From an optimization exercise on the open Yosys and OpenROAD flow, aimed at small area; shortcuts taken in it are not production practice.
The RTL was checked by simulation tests, not by an equivalence proof against the original design.

// ubxcodec
module ubxcodec (
    input  wire        clk,
    input  wire        rst,           
    input  wire        reg_we,
    input  wire [3:0]  reg_waddr,
    input  wire [31:0] reg_wdata,
    input  wire [3:0]  reg_raddr,
    output reg  [31:0] reg_rdata,
    output wire        done_irq,
    output wire        txbuf_re,
    output wire [14:0] txbuf_addr,
    input  wire [7:0]  txbuf_rdata,
    output wire        rxbuf_we,
    output wire [14:0] rxbuf_waddr,
    output wire [7:0]  rxbuf_wdata,
    output wire        rx_req,
    input  wire        rx_valid,
    input  wire        rx_none,
    input  wire [7:0]  rx_data,
    input  wire        tick,
    output reg         tx_valid,
    output reg  [7:0]  tx_data,
    input  wire        tx_ready,
    input  wire        sin_valid,
    input  wire [9:0]  sin_sym,
    output reg         sin_ready,
    output reg         sout_valid,
    output reg  [9:0]  sout_sym,
    input  wire        sout_ready,
    input  wire        din_valid,
    input  wire [7:0]  din_data,
    output reg         din_ready
);
Size: about 1,300 cells after synthesis, roughly 250 flip-flops, about 180 I/O pins, roughly 12,000 um2 of cells after synthesis.
clock: 10.0 ns
lec_check: 0
cap_margin: 20
core_margin: 2
core_utilization: 40
slew_margin: 20
standard.sh (not shown) runs the stock make flow with config.mk's settings and CLKGATE_MAP_FILE= SYNTH_SCRIPT=/design/flow/synth_recipe.tcl, a recipe that flattens the netlist after the stock synthesis.
==> flow/flow/run.sh <==
#!/bin/bash
# Layout flow: the standard flow (standard.sh), with two changes.
#  1. Synthesis runs the standard flow's own synthesis script unchanged, but ABC maps the logic with an
#     area-oriented script (flow/abc_area.script) in place of ORFS's speed script.
#  2. Port buffers are sky130_fd_sc_hd__buf_1 cells, and CTS uses the flow's CTS_ARGS.
# Each step's full output goes to a log file in the work folder.
set -euo pipefail
W=$(pwd)
rm -rf "$W/scripts_area"
cp -r "$FLOW_HOME/scripts" "$W/scripts_area"
cp "$W/flow/abc_area.script" "$W/scripts_area/abc_speed.script"
bash "$W/standard.sh" SCRIPTS_DIR="$W/scripts_area" synth > "$W/synth.log" 2>&1
CTS="-sink_clustering_enable -repair_clock_nets"
if [[ -f "$W/flow/cts_args" ]]; then CTS=$(cat "$W/flow/cts_args"); fi
bash "$W/standard.sh" "BUFFER_PORTS_ARGS=-buffer_cell sky130_fd_sc_hd__buf_1" "CTS_ARGS=$CTS" finish > "$W/layout.log" 2>&1
==> flow/flow/abc_area.script <==
strash
dc2
&get -n
&deepsyn -I 10 -J 3
&dch
&nf -R 1000 -F 8 -A 4 -C 32 -p
&put
strash
dc2
&get -n
&dch
&nf -R 1000 -F 8 -A 4 -C 32 -p
&put
==> flow/flow/cts_args <==
-sink_clustering_enable -repair_clock_nets -dont_use_dummy_load -buf_list sky130_fd_sc_hd__clkbuf_8 -sink_clustering_size 12 -sink_clustering_max_diameter 80
Edit:
--- a/flow/design.v
+++ b/flow/design.v
@@ -54,14 +54,14 @@
     reg [7:0]  msg_cls, msg_id;
     reg [14:0] msg_len;
     reg [7:0]  cls, id;
     reg [14:0] len;
     reg [14:0] cnt;
     reg        lst;           
-    reg        expd;          
     wire busy = (grp != G_IDLE);
+    wire expd = lst;
     wire ubx  = (grp == G_UBX);
     wire nmea = (grp == G_NMEA);
     wire ckg  = (grp == G_CK);
     wire uenc = ubx & ~dir;
     wire urcv = ubx & dir;
     wire nenc = nmea & ~dir;
@@ -266,19 +266,17 @@
         msg_len   <= ({15{nrst & msg_w}} & len) | ({15{nrst & ~msg_w}} & msg_len);
     end
     wire cnt_step = (ckg & ~lst) | (uenc & p6 & tx_fire) | (urcv & p6 & rx_byte);
     always @(posedge clk) begin
         cnt <= ({15{cnt_step}} & cnt_inc[14:0]) | ({15{busy & ~cnt_step}} & cnt);
         if (!busy)
-            lst <= len_zero;
+            lst <= len_zero & (op != 8'h05);
         else if (ckg)
             lst <= at_end;
-        if (!busy)
-            expd <= 1'b0;
         else if (tick && urcv && !el_inc[32] && elapsed == timeout)
-            expd <= 1'b1;
+            lst <= 1'b1;
         if (urcv & rx_byte) begin
             if (p2) cls <= rx_data;
             if (p3) id  <= rx_data;
             if (p4) len[7:0]  <= rx_data;
             if (p5) len[14:8] <= rx_data[6:0];
         end
What happened: Register-to-register slack is better by 0.60 ns; first-iteration DRC count rose by 27%; final area stays flat; sequential share of layout area fell by 0.10 points; flip-flop and latch count decreases by 1; via count goes up by 0.56%.

-- afterwards: timing with drivers on the ports --
In the flow no input, the clock included, has a driving cell. The finished layouts below were timed again as built, in two steps. Step 1 sets driving cells, clkbuf_16 on the clock port and buf_2 on the other inputs (assumed; they add their load-dependent delay and slew). Step 2 times the ports against the registers' clock, not the clock port: input delays grow and output delays shrink by t, the midpoint of the rising clock arrivals with the driver on. Slacks: ideal ports / drivers / drivers and shift; pairs: ideal ports / drivers.
run | t, ns | setup slack, ns | worst hold slack (ns)
the first run | 0.591 | 2.860 / 2.860 / 2.860 | 0.468 / 0.468 / 0.468
the second run | 0.593 | 3.411 / 3.391 / 3.180 | 0.458 / 0.458 / 0.458
After both steps every run listed still meets setup and hold. The setup slack of the second run, which loses most, moves by -0.020 ns with the drivers and by -0.231 ns with both steps.
